What follows belongs to an exercise in optimizing a design on an open flow for small area, a short achievable clock period and few clock cycles per item; a production flow would make more cautious choices. Only simulation tests tie the RTL to the original design; equivalence was not proved. Power and IR drop assume default switching activity.

## flow/design.v (module list and top-level ports; edited modules follow where they fit)
// module mul_unit: 1181 lines
// module mul_unit_pp: 10 lines
// module mul_unit_ppn: 9 lines
// module mul_unit_fa: 10 lines
// module mul_unit_fa1: 9 lines
// module mul_unit_ha: 9 lines
// module mul_unit_add64: 11 lines
// module mul_unit_add32c: 12 lines
// module mul_unit_pfx32: 230 lines
// module mul_unit_bk32: 151 lines
// module mul_unit_bk64: 309 lines
module mul_unit (
    input  wire        clk,
    input  wire        rst,         
    input  wire        in_valid,
    output wire        in_ready,
    input  wire [31:0] a,
    input  wire [31:0] b,
    input  wire [31:0] c,
    input  wire [5:0]  shift,
    input  wire        signed_op,
    input  wire        trunc,
    output reg         out_valid,
    output reg  [63:0] r,
    output reg         ovf32
);
  // ...
==> flow/flow/run.sh <==
#!/bin/bash
set -euo pipefail
MARGIN=$(cat flow/margin.txt)
bash standard.sh synth > synth.log 2>&1
RESULTS=orfs/results/${FLOW_PLATFORM}/mul_unit/base openroad -no_init -exit flow/downsize.tcl > downsize.log 2>&1
touch orfs/results/${FLOW_PLATFORM}/mul_unit/base/1_synth.sdc
bash standard.sh SETUP_SLACK_MARGIN=$MARGIN finish > layout.log 2>&1
==> flow/flow/downsize.tcl <==
# Resize every combinational cell of the synthesized netlist to the smallest
# drive strength of its kind (registers and their cell types stay as
# synthesis made them); the layout's timing repair then sizes up only the
# cells its paths need.
set results $::env(RESULTS)
read_db $results/1_synth.odb
set db [ord::get_db]
set n 0
set before 0.0
set after 0.0
foreach inst [[ord::get_db_block] getInsts] {
  set m [$inst getMaster]
  set name [$m getName]
  if {![regexp {^(sky130_fd_sc_hd__[a-z0-9]+)_(\d+)$} $name -> base drive]} { continue }
  if {[regexp {df|dl|sdf|edf|conb|tap|fill|decap|clkbuf|clkinv|clkdly|dlygate|dlymetal|probe|lpflow} $base]} { continue }
  set best ""
  set bestw 1e9
  foreach d {1 0 2} {
    set cand [$db findMaster ${base}_$d]
    if {$cand eq "NULL" || $cand eq ""} { continue }
    if {[$cand getWidth] < $bestw} { set best $cand; set bestw [$cand getWidth] }
  }
  if {$best eq "" || [$best getName] eq $name} { continue }
  if {[$best getWidth] >= [$m getWidth]} { continue }
  if {[$inst swapMaster $best]} { incr n }
}
puts "downsized $n instances"
write_db $results/1_synth.odb
==> flow/flow/margin.txt <==
14.0
==> flow/standard.sh <==
#!/bin/bash
# synth_recipe.tcl (not shown) runs the flow's synth.tcl, then flattens the netlist and writes it again
# the make line also repeats each setting of config.mk as NAME=value (left out here)
make -C /OpenROAD-flow-scripts/flow DESIGN_CONFIG=/design/flow/config.mk WORK_HOME=/design/flow/orfs CLKGATE_MAP_FILE= SYNTH_SCRIPT=/design/flow/synth_recipe.tcl "${@:-finish}"
==> flow/config.mk <==
export PLATFORM = sky130hd
export DESIGN_NAME = mul_unit
export DESIGN_NICKNAME = mul_unit
export VERILOG_FILES = /design/flow/design.v
export SDC_FILE = /design/flow/constraint.sdc
export NUM_CORES = 4
export LEC_CHECK = 0
export CAP_MARGIN = 20
export CORE_MARGIN = 2
export CORE_UTILIZATION = 40
export SLEW_MARGIN = 20
export SYNTH_HIERARCHICAL = 1
==> flow/constraint.sdc <==
create_clock -name core_clock -period 19.0 [get_ports {clk}]
set_input_delay 3.8000 -clock core_clock [delete_from_list [all_inputs] [get_ports {clk}]]
set_output_delay 3.8000 -clock core_clock [all_outputs]
set_load 0.01 [all_outputs]
==> results.txt, run 1 <==
* Status: no timing/DRC/antenna violations
* Sw frac at approximately half
* Clock share of power at a little over a tenth
* Seq Cell Count at about 460
* Gate power share at 72.9%
* # setup viols final at 0
* Die height at between 300 and 400 um
* Via count at between 30k and 40k
* CP Depth at 1
* Post-place setup slack at between 10 and 15 ns
* CTS tree: yes
* Commonest non-fill, non-tap cells in the layout: 566 x a22oi_1, 560 x xnor2_1, 467 x fa_1, 425 x dfxtp_1, 170 x ha_1
* RSZ-0062 raised after global routing: false
* WP data arrival at 1.13 ns
* Worst vdd ir at about 0.00019 V
* Buf+Inv Stages, Crit Path at 1
* Starting Density at between 40% and 50%
* Final Hold Fails at 0
* Clk Latency, worst-skew pair at ~0.66 ns
* Slew Limit Fails at 0
* Clkbuf count at 64
* Met1 Usage GRT at 32.47%
* Final setup margin at between 10 and 15 ns
* CP delay by family, top: flip-flops
* Met2 Usage GRT at 41.29%
* Routed WL per cell at ~26 um
* Die ar. at 101200 um^2
* Syn avg cell area at between 10 and 15 um^2
* Slowest stage cell, crit path: dfxtp_2
* Share of layout cells above drive strength 1 at 10.77%
* R2R Path End: k1[37]
* Die Wd at between 300 and 400 um
* Drt total wl at 131.2 mm
* Tightest Hold Check Type: reg2reg
* CTS Buf Count at 53
* Critical Path Start: ovf32
* DRC at 0
* Worst reg2reg path depth at 9
* Overall power at a little under 10000 uW
* Congestion Overflow GR at 0
Testbench counts, summed over its fixed seeds: cycles 16,032, ops 16,000.
==> run 2: changes to the inputs <==
==> flow/flow/margin.txt (replaced) <==
14.3
==> results.txt, run 2 <==
* Root buffer cell: clkbuf_16 (unchanged)
* Placed insts at 5003 (was 5000)
* Total core area at 98130 um^2 (unchanged)
* Fmax at 203.2 MHz (was 202.9 MHz)
* FILL cells at 9188 (was 9238)
* Synth Cell Area at 39470 um^2 (unchanged)
* Routed WL per cell at 25.92 um (was 25.71 um)
* Setup TNS at 0 ns (unchanged)
* Vias in the first global route at 32.37k (was 32.05k)
* Post-Layout Cell Count at 5111 (was 5103)
* Slew Limit Fails at 0 (unchanged)
* Worst vdd ir at 0.0002889 V (was 0.0001927 V)
* Startpoint class of the critical path: register (unchanged)
* Sink Count at 459 (unchanged)
* Drt total wl at 132.5 mm (was 131.2 mm)
* Clk Latency, worst-skew pair at 0.67 ns (was 0.66 ns)
* WP data arrival at 1.12 ns (was 1.13 ns)
* Antenna violations before repair at 1 (was 0)
* CP Max Fanout at 1 (unchanged)
* IO Port Bufs at 172 (unchanged)
* Commonest non-fill, non-tap cells in the layout: 566 x a22oi_1, 560 x xnor2_1, 467 x fa_1, 374 x dfxtp_1, 168 x ha_1 (was 566 x a22oi_1, 560 x xnor2_1, 467 x fa_1, 425 x dfxtp_1, 170 x ha_1)
* Hold_sp: c0[1] (was c1[19])
* Status: no timing/DRC/antenna violations (unchanged)
* Gpl congestion at 0.8963 (was 0.8854)
* CTS Buf Count at 53 (unchanged)
* DRC at 0 (unchanged)
* Worst reg2reg path depth at 10 (was 9)
* Required @ worst endpoint at 15.20 ns (about the same)
* Worst-Margin Slew at 1.010 ns (was 1.149 ns)
* CTS max path bufs at 3 (unchanged)
* PwrDens at 220.4 nW/um^2 (was 219.6 nW/um^2)
* Via count at 31.03k (was 30.88k)
* Starting Density at 40.22% (unchanged)
* RSZ-0062 raised after global routing: true (was false)
* Relative slew slack at 32.12% (was 23.40%)
* Area Growth Syn to Fin at 13.76% (was 12.20%)
* WS Path Type: reg2out (unchanged)
* DRT Pass-1 Iters at 7 (unchanged)
* Tightest Hold Check Type: reg2reg (unchanged)
* Max-cap violation count at 0 (unchanged)
* Largest regs: q2 x64, r x64, s1 x64 (unchanged)
* Die height at 318.1 um (unchanged)
* P_leak at 0.01733 uW (was 0.01714 uW)
* Die ar. at 101200 um^2 (unchanged)
* DRT antenna net count at 0 (unchanged)
* Nets@finish at 4526 (was 4517)
* Final worst path period need at 4.922 ns (was 4.929 ns)
* Vias per cell at 6.070 (was 6.051)
* DPL Wire Length at 82.87 mm (was 81.27 mm)
* Worst clock skew at 0.04988 ns (was 0.03439 ns)
* CTS tree: yes (unchanged)
* Congestion Overflow GR at 0 (unchanged)
* Reg2reg start: one[7] (was ax[9])
* Site Rows at 115 (unchanged)
* Post-Syn Instances at 3668 (unchanged)
* Final Hold Fails at 0 (unchanged)
* Antenna diode count at 0 (unchanged)
* Critical Path Start: ovf32 (unchanged)
* CP delay by family, top: flip-flops (unchanged)
* # IOs at 174 (unchanged)
* Starting DRT DRC Count at 3426 (was 3419)
* Crit-path cells: buf_6 (unchanged)
* Die Wd at 318.1 um (unchanged)
* Gr usage total at 25.78% (was 25.58%)
* Max incr delay on CP at 0.36 ns (was 0.37 ns)
* H-tree levels at 2 (unchanged)
* First-pass GRT wire length at 200.7 mm (was 199.0 mm)
* Slowest stage cell, crit path: dfxtp_4 (was dfxtp_2)
* Worst-path clk slew at 0.06 ns (about the same)
* CP endpoint kind: primary output (unchanged)
* Largest net degree at the start of global routing at 86 (unchanged)
* Commonest non-fill, non-tap cell in the layout: a22oi_1 (unchanged)
* Buf+Inv Stages, Crit Path at 1 (unchanged)
* Final period util at 25.91% (was 25.94%)
* # setup viols final at 0 (unchanged)
* Share of layout cells above drive strength 1 at 12.45% (was 10.77%)
* Yosys Warn Count at 7 (unchanged)
* Hold path depth at 0 (unchanged)
* Syn avg cell area at 10.76 um^2 (unchanged)
* CP Depth at 1 (unchanged)
-- run 2: power by group --
group	switching [uW]	internal [uW]	total, uW
clock network	435	622	1060
registers	170	1430	1600
logic	4160	3080	7240
-- run 2: layout make-up --
| cell class | count | area (um^2) | area share, % |
|---|---|---|---|
| sequential | 459 | 9315 | 20.75 |
| clock inverter | 31 | 362.8 | 0.8081 |
| timing repair buffer | 272 | 2580 | 5.746 |
| clock buffer | 66 | 1466 | 3.266 |
| timing repair inverter | 2 | 12.51 | 0.02787 |
| inverter | 84 | 319.1 | 0.7106 |
| multi-input combinational | 2910 | 29230 | 65.11 |
| tap | 1287 | 1610 | 3.586 |
-- run 2: through the flow --
stage               total power, uW  hold WS, ns  utilization, %  setup slack, ns  area [um^2]
detailed placement             8637       0.3121           43.54            13.78        42720
floorplan                      6136       0.3096               -            14.30        39560
global route                  10760       0.3293           45.76            14.04        44900
finish                         9898       0.3207           45.76            14.08        44900
CTS                            9767       0.3256           45.43            14.02        44580
global placement               8533       0.3110           43.53            13.45        42720
-- run 2: path summary, 6_finish.rpt --
check,slack (ns),to
hold reg to reg,0.32,c1[1]
setup / recovery,14.08,ovf32
setup reg to reg,14.37,k1[37]
hold / removal,0.32,c1[1]
-- run 2: what timing repair did --
action / in CTS / in global routing
buffers inserted: 1 / 7
resized for setup: 371 / 55
pin swaps: 0 / 3
gates cloned: 1 / 2
setup endpoints to repair: 112 / 148
hold buffers: 0 / 0
-- run 2: layer usage --
metal	share of wire [%]	vias to the layer above	track usage (%)	routed length [um]
li1	-	13340	-	-
met5	0.011	-	0	14
met2	46	1899	41.99	60970
met3	10	485	5.889	13460
met4	4.8	2	11.60	6404
met1	39	15300	32.67	51630
==> run 3: changes to the inputs <==
==> flow/flow/margin.txt (replaced) <==
13.7
--- a/flow/config.mk
+++ b/flow/config.mk
@@ -9,3 +9,3 @@
 export CORE_MARGIN = 2
-export CORE_UTILIZATION = 40
+export CORE_UTILIZATION = 55
 export SLEW_MARGIN = 20
==> results.txt, run 3 <==
* Share of layout cells above drive strength 1 at 9.410% (was 12.45%)
* Register-to-register setup slack at 14.06 ns (was 14.37 ns)
* Grt peak-use layer: met2 (unchanged)
* Met3 Use GR at 9.548% (was 5.889%)
* Buf+Inv Stages, Crit Path at 1 (unchanged)
* Syn avg cell area at 10.76 um^2 (unchanged)
* Site Rows at 98 (was 115)
* WP data arrival at 1.46 ns (was 1.12 ns)
* Sink Count at 459 (unchanged)
* CTS max path bufs at 3 (unchanged)
* Worst-path clk slew at 0.06 ns (about the same)
* Die Wd at 271.9 um (was 318.1 um)
* Routed WL per cell at 27.52 um (was 25.92 um)
* Setup TNS at 0 ns (unchanged)
* CTS Buf Count at 49 (was 53)
* # IOs at 174 (unchanged)
* DPL Wire Length at 82.72 mm (was 82.87 mm)
* Final setup margin at 13.74 ns (was 14.08 ns)
* Antenna violations before repair at 0 (was 1)
* CP delay by family, top: buffers and inverters (was flip-flops)
* Hold buffers post-CTS at 0 (unchanged)
* Starting Density at 55.40% (was 40.22%)
* Hold path depth at 0 (unchanged)
* IO Port Bufs at 172 (unchanged)
* First-pass GRT wire length at 199.0 mm (was 200.7 mm)
* Relative slew slack at 24.13% (was 32.12%)
* RSZ-0062 raised after global routing: false (was true)
* Die ar. at 73920 um^2 (was 101200 um^2)
* Worst clock skew at 0.02364 ns (was 0.04988 ns)
* Antenna diode count at 0 (unchanged)
* Final Hold Fails at 0 (unchanged)
* Hold path endpoint: c2[15] (was c1[1])
* Post-CTS setup buffers at 0 (was 1)
* Reg2reg start: sh2[0] (was one[7])
* WS Path Type: reg2out (unchanged)
* Commonest non-fill, non-tap cells in the layout: 566 x a22oi_1, 560 x xnor2_1, 467 x fa_1, 386 x dfxtp_1, 168 x ha_1 (was 566 x a22oi_1, 560 x xnor2_1, 467 x fa_1, 374 x dfxtp_1, 168 x ha_1)
* Gpl congestion at 0.9649 (was 0.8963)
* DRT antenna net count at 0 (unchanged)
* Post-Syn Instances at 3668 (unchanged)
* Synth Cell Area at 39470 um^2 (unchanged)
* Tightest Hold Check Type: reg2reg (unchanged)
* PwrDens at 226.3 nW/um^2 (was 220.4 nW/um^2)
* Starting DRT DRC Count at 3678 (was 3426)
* Required @ worst endpoint at 15.20 ns (about the same)
* Gr usage total at 34.98% (was 25.78%)
* Final period util at 27.68% (was 25.91%)
* Vias per cell at 6.627 (was 6.070)
* Drt total wl at 130.6 mm (was 132.5 mm)
* CTS tree: yes (unchanged)
* Post-place setup slack at 13.34 ns (was 13.78 ns)
* Max-cap violation count at 0 (unchanged)
* Final worst path period need at 5.259 ns (was 4.922 ns)
* # setup viols final at 0 (unchanged)
* Met2 Usage GRT at 58.49% (was 41.99%)
* H-tree levels at 2 (unchanged)
* Clk Latency, worst-skew pair at 0.62 ns (was 0.67 ns)
* DRT Pass-1 Iters at 7 (unchanged)
* Worst reg2reg path depth at 14 (was 10)
* Commonest non-fill, non-tap cell in the layout: a22oi_1 (unchanged)
* Worst-Margin Slew at 1.138 ns (was 1.010 ns)
* P_leak at 0.01711 uW (was 0.01733 uW)
* Nets@finish at 4498 (was 4526)
* DRC at 0 (unchanged)
* Startpoint class of the critical path: register (unchanged)
* Critical Path Start: r[48] (was ovf32)
* Slew Limit Fails at 0 (unchanged)
* Area Growth Syn to Fin at 11.55% (was 13.76%)
* Fmax at 190.2 MHz (was 203.2 MHz)
* CP endpoint kind: primary output (unchanged)
* Worst vdd ir at 0.0003139 V (was 0.0002889 V)
* Hold_sp: c1[15] (was c0[1])
* Slowest stage cell, crit path: clkdlybuf4s50_1 (was dfxtp_4)
* Crit-path cells: clkdlybuf4s50_1 (was buf_6)
* Met1 Usage GRT at 40.99% (was 32.67%)
* Die height at 271.9 um (was 318.1 um)
* Max incr delay on CP at 0.54 ns (was 0.36 ns)
* Yosys Warn Count at 7 (unchanged)
* Congestion Overflow GR at 0 (unchanged)
* Status: no timing/DRC/antenna violations (unchanged)
* Largest regs: q2 x64, r x64, s1 x64 (unchanged)
* Vias in the first global route at 34.06k (was 32.37k)
* Total core area at 71240 um^2 (was 98130 um^2)
* Largest net degree at the start of global routing at 86 (unchanged)
* R2R Path End: ovf32 (was k1[37])
* Overall power at 9961 uW (was 9898 uW)
* CP Max Fanout at 1 (unchanged)
* Via count at 31.44k (was 31.03k)
* Root buffer cell: clkbuf_16 (unchanged)
==> run 3: worst max path at each step <==
stage | slack [ns] | cells past startpoint | endpoint
floorplan | 13.72 | 19 | r[36]
global placement | 13.47 | 16 | ovf32
detailed placement | 13.34 | 16 | ovf32
CTS | 13.70 | 1 | r[7]
global route | 13.70 | 1 | r[52]
finish | 13.74 | 1 | r[48]
==> run 3: worst register-to-register path: cells and delay by family, from the launching register on <==
kind / cells / cell delay (ns)
DFF: 1 / 0.42
buffers and inverters: 1 / 0.52
AOI/OAI and AO/OA: 8 / 1.98
adders and majority gates: 2 / 1.06
muxes: 1 / 0.62
and+or+nand+nor: 2 / 0.23
==> run 3: area by class of cell <==
cell class,instances,area [um^2]
sequential,459,9285
clock buffer,62,1345
timing repair buffer,250,2336
tap,950,1189
clock inverter,29,382.9
inverter,84,315.3
fill,5855,27210
multi-input combinational,2910,29170
==> run 3: stage by stage <==
stage	std cells	util (%)	cell area (um^2)	hold WS (ns)
after floorplan	3685	-	39540	0.3096
after global placement	4653	59.31	42250	0.3139
after detailed placement	4653	59.31	42250	0.3121
after CTS	4744	61.74	43980	0.3261
after global routing	4744	61.80	44030	0.3309
final	4744	61.80	44030	0.3241
==> run 3: layer usage <==
metal / share of wire [%] / up-vias / wire length (um)
li1: - / 13280 / -
met1: 36 / 15380 / 46700
met2: 47 / 2135 / 61320
met3: 11 / 648 / 14750
met4: 6.0 / 0 / 7788
met5: 0 / - / 0
==> run 3: report_power, final <==
| part | internal [uW] | switching, uW |
|---|---|---|
| Combinational | 3110 | 4240 |
| Clock | 591 | 419 |
| Sequential | 1420 | 180 |
| Total | 5120 | 4840 |
==> run 3: repair_timing <==
| item | in CTS | in global routing |
|---|---|---|
| resized for setup | 7 | 14 |
| endpoints found under the setup margin | 38 | 44 |
| cloned | 0 | 0 |

port drivers added, routing unchanged:
How much do the figures lean on ideal ports? The routed layouts below were timed once more, with nothing changed but the port constraints. Step 1 assumes that a clkbuf_16 drives the clock port and a buf_2 every other input. Step 2 times the ports against the registers' clock, not the clock port: input delays grow and output delays shrink by t, the midpoint of the rising clock arrivals with the driver on. a / b / c = ideal / step 1 / step 2; a / b = the first two.
run | t, ns | setup WS [ns] | latest minus earliest clock arrival (ns)
run 1 | 0.712 | 14.071 / 13.998 / 14.074 | 0.035 / 0.035
run 2 | 0.717 | 14.078 / 14.005 / 14.125 | 0.050 / 0.050
run 3 | 0.679 | 13.741 / 13.673 / 14.059 | 0.023 / 0.024
After both steps every run listed still meets setup and hold.
